Source: an optimization exercise on an open RTL-to-GDS flow (aim: small area, a short achievable clock period and few clock cycles). Production flows keep margins and buffers that such runs may drop.
Only simulation tests tie the RTL to the original design; equivalence was not proved.
No activity file was given, so power comes from the tool's default toggle rates.

$ cat flow/run.sh
#!/bin/bash
# synth_recipe.tcl (not shown) runs the flow's synth.tcl, then flattens the netlist and writes it again
# the make line also repeats each setting of config.mk as NAME=value (left out here)
make -C /OpenROAD-flow-scripts/flow DESIGN_CONFIG=/design/flow/config.mk WORK_HOME=/design/flow/orfs CLKGATE_MAP_FILE= SYNTH_SCRIPT=/design/flow/synth_recipe.tcl finish
$ cat flow/config.mk
export PLATFORM = sky130hd
export DESIGN_NAME = qr_frontend
export DESIGN_NICKNAME = qr_frontend
export VERILOG_FILES = /design/flow/design.v
export SDC_FILE = /design/flow/constraint.sdc
export NUM_CORES = 4
export LEC_CHECK = 0
export CAP_MARGIN = 20
export CORE_MARGIN = 2
export CORE_UTILIZATION = 40
export PLACE_DENSITY = 0.6
export SLEW_MARGIN = 20
$ cat flow/constraint.sdc
create_clock -name core_clock -period 11.0 [get_ports {clk}]
set_input_delay 2.2000 -clock core_clock [delete_from_list [all_inputs] [get_ports {clk}]]
set_output_delay 2.2000 -clock core_clock [all_outputs]
set_load 0.01 [all_outputs]
$ cat flow/design.v
module qr_align_rom (
    input  wire [5:0] version,
    output reg  [2:0] n_r,
    output reg  [7:0] s_r,
    output reg  [4:0] st_r
);
  always @(*) begin
    case (version)
      6'd1: begin n_r = 3'd1; s_r = 8'd0; st_r = 5'd0; end
      6'd2: begin n_r = 3'd2; s_r = 8'd18; st_r = 5'd0; end
      6'd3: begin n_r = 3'd2; s_r = 8'd22; st_r = 5'd0; end
      6'd4: begin n_r = 3'd2; s_r = 8'd26; st_r = 5'd0; end
      6'd5: begin n_r = 3'd2; s_r = 8'd30; st_r = 5'd0; end
      6'd6: begin n_r = 3'd2; s_r = 8'd34; st_r = 5'd0; end
      6'd7: begin n_r = 3'd3; s_r = 8'd22; st_r = 5'd16; end
      6'd8: begin n_r = 3'd3; s_r = 8'd24; st_r = 5'd18; end
      6'd9: begin n_r = 3'd3; s_r = 8'd26; st_r = 5'd20; end
      6'd10: begin n_r = 3'd3; s_r = 8'd28; st_r = 5'd22; end
      6'd11: begin n_r = 3'd3; s_r = 8'd30; st_r = 5'd24; end
      6'd12: begin n_r = 3'd3; s_r = 8'd32; st_r = 5'd26; end
      6'd13: begin n_r = 3'd3; s_r = 8'd34; st_r = 5'd28; end
      6'd14: begin n_r = 3'd4; s_r = 8'd26; st_r = 5'd20; end
      6'd15: begin n_r = 3'd4; s_r = 8'd26; st_r = 5'd22; end
      6'd16: begin n_r = 3'd4; s_r = 8'd26; st_r = 5'd24; end
      6'd17: begin n_r = 3'd4; s_r = 8'd30; st_r = 5'd24; end
      6'd18: begin n_r = 3'd4; s_r = 8'd30; st_r = 5'd26; end
      6'd19: begin n_r = 3'd4; s_r = 8'd30; st_r = 5'd28; end
      6'd20: begin n_r = 3'd4; s_r = 8'd34; st_r = 5'd28; end
      6'd21: begin n_r = 3'd5; s_r = 8'd28; st_r = 5'd22; end
      6'd22: begin n_r = 3'd5; s_r = 8'd26; st_r = 5'd24; end
      6'd23: begin n_r = 3'd5; s_r = 8'd30; st_r = 5'd24; end
      6'd24: begin n_r = 3'd5; s_r = 8'd28; st_r = 5'd26; end
      6'd25: begin n_r = 3'd5; s_r = 8'd32; st_r = 5'd26; end
      6'd26: begin n_r = 3'd5; s_r = 8'd30; st_r = 5'd28; end
      6'd27: begin n_r = 3'd5; s_r = 8'd34; st_r = 5'd28; end
      6'd28: begin n_r = 3'd6; s_r = 8'd26; st_r = 5'd24; end
      6'd29: begin n_r = 3'd6; s_r = 8'd30; st_r = 5'd24; end
      6'd30: begin n_r = 3'd6; s_r = 8'd26; st_r = 5'd26; end
      6'd31: begin n_r = 3'd6; s_r = 8'd30; st_r = 5'd26; end
      6'd32: begin n_r = 3'd6; s_r = 8'd34; st_r = 5'd26; end
      6'd33: begin n_r = 3'd6; s_r = 8'd30; st_r = 5'd28; end
      6'd34: begin n_r = 3'd6; s_r = 8'd34; st_r = 5'd28; end
      6'd35: begin n_r = 3'd7; s_r = 8'd30; st_r = 5'd24; end
      6'd36: begin n_r = 3'd7; s_r = 8'd24; st_r = 5'd26; end
      6'd37: begin n_r = 3'd7; s_r = 8'd28; st_r = 5'd26; end
      6'd38: begin n_r = 3'd7; s_r = 8'd32; st_r = 5'd26; end
      6'd39: begin n_r = 3'd7; s_r = 8'd26; st_r = 5'd28; end
      6'd40: begin n_r = 3'd7; s_r = 8'd30; st_r = 5'd28; end
      default: begin n_r = 3'd1; s_r = 8'd0; st_r = 5'd0; end
    endcase
  end
endmodule
module qr_fcw_rom (
    input  wire [4:0]  idx,
    output reg  [14:0] fcw
);
  always @(*) begin
    case (idx)
      5'd0: fcw = 15'h5412;
      5'd1: fcw = 15'h5125;
      5'd2: fcw = 15'h5E7C;
      5'd3: fcw = 15'h5B4B;
      5'd4: fcw = 15'h45F9;
      5'd5: fcw = 15'h40CE;
      5'd6: fcw = 15'h4F97;
      5'd7: fcw = 15'h4AA0;
      5'd8: fcw = 15'h77C4;
      5'd9: fcw = 15'h72F3;
      5'd10: fcw = 15'h7DAA;
      5'd11: fcw = 15'h789D;
      5'd12: fcw = 15'h662F;
      5'd13: fcw = 15'h6318;
      5'd14: fcw = 15'h6C41;
      5'd15: fcw = 15'h6976;
      5'd16: fcw = 15'h1689;
      5'd17: fcw = 15'h13BE;
      5'd18: fcw = 15'h1CE7;
      5'd19: fcw = 15'h19D0;
      5'd20: fcw = 15'h0762;
      5'd21: fcw = 15'h0255;
      5'd22: fcw = 15'h0D0C;
      5'd23: fcw = 15'h083B;
      5'd24: fcw = 15'h355F;
      5'd25: fcw = 15'h3068;
      5'd26: fcw = 15'h3F31;
      5'd27: fcw = 15'h3A06;
      5'd28: fcw = 15'h24B4;
      5'd29: fcw = 15'h2183;
      5'd30: fcw = 15'h2EDA;
      5'd31: fcw = 15'h2BED;
      default: fcw = 15'h0000;
    endcase
  end
endmodule
module qr_mask_pred (
    input  wire [2:0] m,
    input  wire [7:0] i,
    input  wire [7:0] j,
    output reg        p
);
  wire [15:0] prod  = i * j;
  wire [15:0] pm3   = prod % 16'd3;
  wire [1:0]  p3    = pm3[1:0];
  wire        p2    = prod[0];
  wire [8:0]  ipj   = i + j;
  wire [7:0]  idiv2 = i >> 1;
  wire [7:0]  jdiv3 = j / 3;
  wire [8:0]  q1    = idiv2 + jdiv3;
  wire [9:0]  s2    = {8'd0, p3} + {2'd0, i} + {2'd0, j};
  wire [16:0] s3    = {15'd0, p3} + {1'b0, prod};
  always @(*) begin
    case (m)
      3'd0: p = ({1'b0, p2} + p3) == 2'd0;
      3'd1: p = q1[0] == 1'b0;
      3'd2: p = s2[0] == 1'b0;
      3'd3: p = s3[0] == 1'b0;
      3'd4: p = i[0] == 1'b0;
      3'd5: p = ipj[0] == 1'b0;
      3'd6: p = (ipj % 3) == 0;
      default: p = (j % 3) == 0;
    endcase
  end
endmodule
module qr_func_map (
    input  wire [7:0] r,
    input  wire [7:0] c,
    input  wire [7:0] L,
    input  wire       has_vinfo,
    input  wire [2:0] n,
    input  wire [7:0] a1,
    input  wire [7:0] a2,
    input  wire [7:0] a3,
    input  wire [7:0] a4,
    input  wire [7:0] a5,
    input  wire [7:0] a6,
    output wire       is_data
);
  wire [7:0] lm8  = L - 8'd8;
  wire [7:0] lm9  = L - 8'd9;
  wire [7:0] lm11 = L - 8'd11;
  wire corner = (r < 8 && c < 8) || (r < 8 && c >= lm8) || (r >= lm8 && c < 8);
  wire timing = (r == 8'd6) || (c == 8'd6);
  wire format = (r == 8'd8 && (c <= 8'd8 || c >= lm8)) ||
                (c == 8'd8 && (r <= 8'd8 || r >= lm8));
  wire vinfo = has_vinfo &&
               ((r <= 8'd5 && c >= lm11 && c <= lm9) ||
                (c <= 8'd5 && r >= lm11 && r <= lm9));
  wire [7:0] a [0:6];
  assign a[0] = 8'd6;
  assign a[1] = a1;
  assign a[2] = a2;
  assign a[3] = a3;
  assign a[4] = a4;
  assign a[5] = a5;
  assign a[6] = a6;
  wire [2:0] last = n - 3'd1;
  reg [6:0] rn, cn;
  reg       align;
  integer k, m;
  always @(*) begin
    for (k = 0; k < 7; k = k + 1) begin
      rn[k] = (k < n) && ({1'b0, r} + 9'd2 >= {1'b0, a[k]}) && ({1'b0, r} <= {1'b0, a[k]} + 9'd2);
      cn[k] = (k < n) && ({1'b0, c} + 9'd2 >= {1'b0, a[k]}) && ({1'b0, c} <= {1'b0, a[k]} + 9'd2);
    end
    align = 1'b0;
    for (k = 0; k < 7; k = k + 1)
      for (m = 0; m < 7; m = m + 1)
        if (rn[k] && cn[m] &&
            !((k == 0 && m == 0) || (k == 0 && m == {29'd0, last}) || (k == {29'd0, last} && m == 0)))
          align = 1'b1;
  end
  assign is_data = !(corner || timing || format || vinfo || align);
endmodule
module qr_frontend (
    input  wire       clk,
    input  wire       rst,
    input  wire       start,
    input  wire [5:0] version,
    output wire       busy,
    output wire       grid_re,
    output wire [7:0] grid_row,
    output wire [7:0] grid_col,
    input  wire       grid_bit,
    output reg        fmt_valid,
    output reg  [1:0] fmt_level,
    output reg  [2:0] fmt_mask,
    output reg  [4:0] fmt_fidx,
    output reg  [4:0] fmt_fdist,
    output reg        cw_valid,
    output reg  [7:0] cw_data
);
  localparam S_IDLE   = 3'd0;
  localparam S_FREAD  = 3'd1;
  localparam S_FWAIT  = 3'd2;
  localparam S_FSRCH  = 3'd3;
  localparam S_SCAN   = 3'd4;
  localparam S_DRAIN1 = 3'd5;
  localparam S_DRAIN2 = 3'd6;
  reg [2:0] state;
  assign busy = (state != S_IDLE);
  reg  [5:0] ver;
  reg  [7:0] L;
  reg  [2:0] n_al;
  reg  [7:0] al [1:6];
  wire [2:0] rom_n;
  wire [7:0] rom_s;
  wire [4:0] rom_st;
  qr_align_rom u_align_rom (.version(version), .n_r(rom_n), .s_r(rom_s), .st_r(rom_st));
  reg  [7:0] al_init [1:6];
  integer ai;
  always @(*) begin
    al_init[1] = rom_s;
    for (ai = 2; ai < 7; ai = ai + 1)
      al_init[ai] = al_init[ai-1] + {3'd0, rom_st};
  end
  reg  [4:0]  fk;         
  reg  [29:0] fbits;      
  reg  [7:0]  f_row, f_col;
  always @(*) begin
    if (fk < 5'd6) begin
      f_row = 8'd8;  f_col = {3'd0, fk};
    end else if (fk == 5'd6) begin
      f_row = 8'd8;  f_col = 8'd7;
    end else if (fk < 5'd15) begin
      f_row = 8'd8;  f_col = L - 8'd15 + {3'd0, fk};
    end else if (fk < 5'd22) begin
      f_row = L - 8'd1 - ({3'd0, fk} - 8'd15);  f_col = 8'd8;
    end else if (fk == 5'd22) begin
      f_row = 8'd8;  f_col = 8'd8;
    end else if (fk == 5'd23) begin
      f_row = 8'd7;  f_col = 8'd8;
    end else begin
      f_row = 8'd29 - {3'd0, fk};  f_col = 8'd8;
    end
  end
  reg  [4:0]  fs_idx;
  reg  [4:0]  best_idx;
  reg  [5:0]  best_dist;
  wire [14:0] fcw;
  qr_fcw_rom u_fcw_rom (.idx(fs_idx), .fcw(fcw));
  wire [14:0] dh = fbits[29:15] ^ fcw;
  wire [14:0] dv = fbits[14:0]  ^ fcw;
  reg  [5:0]  fdist;
  integer b;
  always @(*) begin
    fdist = 6'd0;
    for (b = 0; b < 15; b = b + 1)
      fdist = fdist + {5'd0, dh[b]} + {5'd0, dv[b]};
  end
  reg  [7:0] sr;          
  reg  [7:0] sc;          
  reg        lsel;         
  reg        up;          
  wire [7:0] scol = sc - {7'd0, lsel};
  wire is_data;
  qr_func_map u_func_map (
      .r(sr), .c(scol), .L(L), .has_vinfo(ver >= 6'd7), .n(n_al),
      .a1(al[1]), .a2(al[2]), .a3(al[3]), .a4(al[4]), .a5(al[5]), .a6(al[6]),
      .is_data(is_data));
  wire mpred;
  qr_mask_pred u_mask_pred (.m(fmt_mask), .i(sr), .j(scol), .p(mpred));
  wire scan_rd  = (state == S_SCAN) && is_data;
  wire at_edge  = up ? (sr == 8'd0) : (sr == L - 8'd1);
  wire scan_end = lsel && at_edge && (sc == 8'd1);
  assign grid_re  = (state == S_FREAD) || scan_rd;
  assign grid_row = (state == S_FREAD) ? f_row : sr;
  assign grid_col = (state == S_FREAD) ? f_col : scol;
  reg       frd_q;       
  reg       srd_q;       
  reg       mp_q;        
  reg [6:0] sh;          
  reg [2:0] nbits;       
  integer k;
  always @(posedge clk) begin
    if (rst) begin
      state     <= S_IDLE;
      fmt_valid <= 1'b0;
      cw_valid  <= 1'b0;
      frd_q     <= 1'b0;
      srd_q     <= 1'b0;
    end else begin
      fmt_valid <= 1'b0;
      cw_valid  <= 1'b0;
      frd_q     <= (state == S_FREAD);
      srd_q     <= scan_rd;
      mp_q      <= mpred;
      if (frd_q)
        fbits <= {fbits[28:0], grid_bit};
      if (srd_q) begin
        if (nbits == 3'd7) begin
          cw_valid <= 1'b1;
          cw_data  <= {sh, grid_bit ^ mp_q};
        end
        sh    <= {sh[5:0], grid_bit ^ mp_q};
        nbits <= nbits + 3'd1;
      end
      case (state)
        S_IDLE: begin
          if (start) begin
            ver   <= version;
            L     <= {version, 2'b00} + 8'd17;
            n_al  <= rom_n;
            al[1] <= rom_s;
            for (k = 2; k < 7; k = k + 1)
              al[k] <= al_init[k];
            fk    <= 5'd0;
            state <= S_FREAD;
          end
        end
        S_FREAD: begin
          fk <= fk + 5'd1;
          if (fk == 5'd29)
            state <= S_FWAIT;
        end
        S_FWAIT: begin
          fs_idx    <= 5'd0;
          best_idx  <= 5'd0;
          best_dist <= 6'd31;
          state     <= S_FSRCH;
        end
        S_FSRCH: begin
          if (fdist < best_dist) begin
            best_idx  <= fs_idx;
            best_dist <= fdist;
          end
          fs_idx <= fs_idx + 5'd1;
          if (fs_idx == 5'd31) begin
            fmt_valid <= 1'b1;
            if (fdist < best_dist) begin
              fmt_fidx  <= fs_idx;
              fmt_fdist <= fdist[4:0];
              fmt_level <= fs_idx[4:3] ^ 2'b10;
              fmt_mask  <= fs_idx[2:0] ^ 3'b101;
            end else begin
              fmt_fidx  <= best_idx;
              fmt_fdist <= best_dist[4:0];
              fmt_level <= best_idx[4:3] ^ 2'b10;
              fmt_mask  <= best_idx[2:0] ^ 3'b101;
            end
            sr    <= L - 8'd1;
            sc    <= L - 8'd1;
            lsel   <= 1'b0;
            up    <= 1'b1;
            nbits <= 3'd0;
            state <= S_SCAN;
          end
        end
        S_SCAN: begin
          if (!lsel) begin
            lsel <= 1'b1;
          end else begin
            lsel <= 1'b0;
            if (at_edge) begin
              up <= !up;
              sc <= (sc == 8'd8) ? 8'd5 : sc - 8'd2;
            end else begin
              sr <= up ? sr - 8'd1 : sr + 8'd1;
            end
          end
          if (scan_end)
            state <= S_DRAIN1;
        end
        S_DRAIN1: state <= S_DRAIN2;
        S_DRAIN2: state <= S_IDLE;
        default:  state <= S_IDLE;
      endcase
    end
  end
endmodule
==> reports/qor.csv <==
stage;metric;value;unit
synth;synth_area_leader_cell;edfxtp_1;
sta;fin_crit;10.22;ns
placement;placed_cells;3009;
grt;grt_max_degree;50;
grt;grt_pass1_wl;88300;µm
worst_setup_path;r2r_setup_slack;0.78;ns
synth;syn_nets;2719;
grt;grt_use_met1;0.277;
sta;tns;0;ns
floorplan;row_count;83;
synth;synth-seq-cells;171;
cts;cts_buffers;17;
cts;cts_tree;done;
sta;slew_headroom;0.305;
power;intPower;1.62;mW
cts;holdBufCountCts;0;
cells_and_area;nets;2739;
grt;grt-busiest-layer;met2;
cells_and_area;finish.utilization;0.440;
synth;ys_types;102;
cells_and_area;final_area;0.0225;mm²
power;p_per_area;115;mW/mm²
cts;clkSlewWorstSetupHoldPaths;0.07;ns
synth;synth.avg_cell_area;8.88;µm²
worst_setup_path;setup.worst_path.end_class;flip-flop;
floorplan;dieArea;0.0535;mm²
cts;cts.sinks;171;
grt;overflow;0;
floorplan;die-height;231;µm
worst_setup_path;start_kind;flip-flop;
power;clkPwrFrac;0.224;
grt;first_global_vias;16600;
routing;drt-initial-drc-count;1093;
worst_setup_path;cp.required;11.19;ns
routing;drt-pass1-iter-count;5;
power;ir_worst_vdd;207;µV
power;switching_share;0.376;
sta;setup_viol;0;
worst_setup_path;crit_type;flip-flop to flip-flop;
floorplan;io-pin-count;53;
worst_setup_path;cpMaxStageDelayCell;fa_1;
worst_setup_path;crit_path_max_fanout;13;
sta;fmax;0.0978;GHz
cts;clkLatencyLatePin;0.46;ns
cts;cts_setup_buffers;0;
worst_setup_path;crit_top_cell;ha_1;
outcome;status;timing/DRC/antenna clean;
grt;antenna_found_initial;0;
synth;yosysMostFrequentCell;ha_1;
grt;use_met3;0.0263;
cts;clockBufferDepth;2;
sta;worstMarginPinSlew;1.03;ns
synth;synthCells;2328;
cells_and_area;fill_cells;4918;
routing;drcViolationCount;0;
synth;yosys_warnings;9;
routing;vias;17300;
sta;hold_violations;0;
placement;dpl_cell_area;0.0219;mm²
synth;synth-main-ff-cell;edfxtp_1;
run;drv_cap;0;
sta;hold_slack;0.426;ns
cells_and_area;diodes;0;
worst_hold_path;hold_class;flip-flop to flip-flop;
cts;post_cts_resized;0;
routing;avgViaCountPerCell;5.67;
floorplan;die_w;231;µm
worst_setup_path;worst_ep_arrival_time;10.41;ns
sta;rsz0062_at_grt;no;
synth;netlist_area;0.0207;mm²
grt;groute.layer.met2.usage;0.341;
worst_setup_path;max_stage_delay;0.59;ns
power;p_switching;972;µW
routing;wl_per_cell;18.0;µm
cells_and_area;drive_above_1_share;0.0504;
routing;drt.antenna.violating_nets;0;
cts;htree_levels;4;
synth;ys_top_cells_by_count;ha_1, inv_1, nor2_1;
synth;async_reset_ff_frac;0;
cts;clk_root_buffer_cell;clkbuf_16;
synth;ys_seq_area_frac;0.238;
power;p_seq_frac;0.326;
sta;fin_crit_sh;0.929;
sta;slew_viol_final;0;
cells_and_area;area_delta_synth_final;8.91;%
floorplan;start_util;0.404;
sta;fin_skew;0.00717;ns
routing;routed_wirelength;54900;µm
placement;place.gp.congestion;0.914;
power;power.leakage;9.54;nW
cells_and_area;layout.cells.non_filler;3041;
placement;portBuffers;52;
synth;synthTopCellsByArea;edfxtp_1, ha_1, fa_1, xnor2_1, a21oi_1;
floorplan;core_area;0.0512;mm²
synth;synth_top_area_frac;0.216;
power;p_comb_frac;0.450;
grt;grt_usage;0.206;
placement;dpl.hpwl;42400;µm
synth;synth_edf_count;149;
[state kept, by name, indices dropped and copies added, names as in the netlist, 2 cells and up]
register   cells
fcw           15
n_al           3
sh             7
L              4
sc             8
sr             8
fmt_fdist      5
fbits         30
al            35
best_dist      6
state          3
fmt_fidx       3
best_idx       5
fk             5
fmt_mask       3
nbits          3
fmt_level      2
cw_data        8
ver            6
fs_idx         5
[cell type report]
class | count | area (µm²) | area share
Sequential cell | 171 | 4910 | 0.218
Timing Repair Buffer | 84 | 761 | 0.0338
Inverter | 186 | 698 | 0.0310
Clock inverter | 13 | 115 | 0.00511
Tap cell | 680 | 851 | 0.0378
Clock buffer | 19 | 433 | 0.0192
Multi-Input combinational cell | 1888 | 14800 | 0.655
[routing by layer]
metal | part of all wire | up-vias
met2 | 0.47 | 450
li1 | - | 8431
met5 | 0 | -
met1 | 0.45 | 8265
met3 | 0.044 | 110
met4 | 0.031 | 0
[kinds of logic after synthesis]
group	Yosys count	share of synthesized area
fa+ha+maj	381	0.254
flops	171	0.238
simple gates	727	0.179
mux	29	0.0168
xor+xnor	191	0.0823
buf+inv	269	0.0515
compound gates	560	0.179
[layout by cell type, fill, tap and decap left out, drive strengths merged, types with 61 or more instances in the layout]
master	count
nor2b	74
xnor2	134
o21ai	131
edfxtp	149
nor2	163
inv	188
fa	64
nand2b	61
ha	317
a21oi	152
nand2	145
nand3	81
[worst max-delay path, delay by kind of cell (launching register included)]
| family | cells | cell delay, ns |
|---|---|---|
| AO/OA/AOI/OAI | 13 | 2.91 |
| XOR/XNOR | 1 | 0.44 |
| adder cells (fa/ha/maj) | 10 | 3.62 |
| buffers and inverters | 4 | 0.47 |
| flip-flops | 1 | 0.45 |
| multiplexers | 1 | 0.40 |
| AND/OR/NAND/NOR | 6 | 1.66 |
[metrics by stage]
stage | power [mW] | setup WS, ns
after floorplan | 1.73 | 1.73
after global placement | 1.98 | 1.14
after detailed placement | 2.01 | 0.748
after CTS | 2.60 | 0.707
after global routing | 2.79 | 0.106
final | 2.59 | 0.777
[worst paths after layout]
kind,from,endpoint,depth (start not counted)
worst max-delay path,lsel,mp_q,35
worst min-delay path,sh[6],cw_data[7],0
worst max register to register,lsel,mp_q,35
worst min register to register,sh[6],cw_data[7],0
[power groups by stage]
stage | clock network (mW) | registers, mW | logic, mW
after global placement | 0 | 0.857 | 1.12
final | 0.579 | 0.844 | 1.16
after floorplan | 0 | 0.839 | 0.891
after global routing | 0.614 | 0.849 | 1.32
after detailed placement | 0 | 0.858 | 1.15
after CTS | 0.592 | 0.843 | 1.17
Testbench counts, summed over its fixed seeds: cycles 1,463,860.

-- afterwards: timing with drivers on the ports --
How much do the figures lean on ideal ports? The routed layout below was timed once more, with nothing changed but the port constraints. Step 1: set_driving_cell puts a clkbuf_16 on clk and a buf_2 on each other input, an assumption about the parent block. Step 2, shift: input delay + t, output delay - t, t = (earliest + latest rising clock arrival at the registers) / 2. This alone moves slack from input paths to output paths. Slacks: ideal ports / drivers / drivers and shift; pairs: ideal ports / drivers.
t (ns): 0.509
setup WS [ns]: 0.777 / 0.777 / 0.777
pins driven straight from the clock port: 1
After both steps this run still meets setup and hold. For this run, drivers alone change the setup slack by 0.000 ns; drivers and shift together by 0.000 ns.
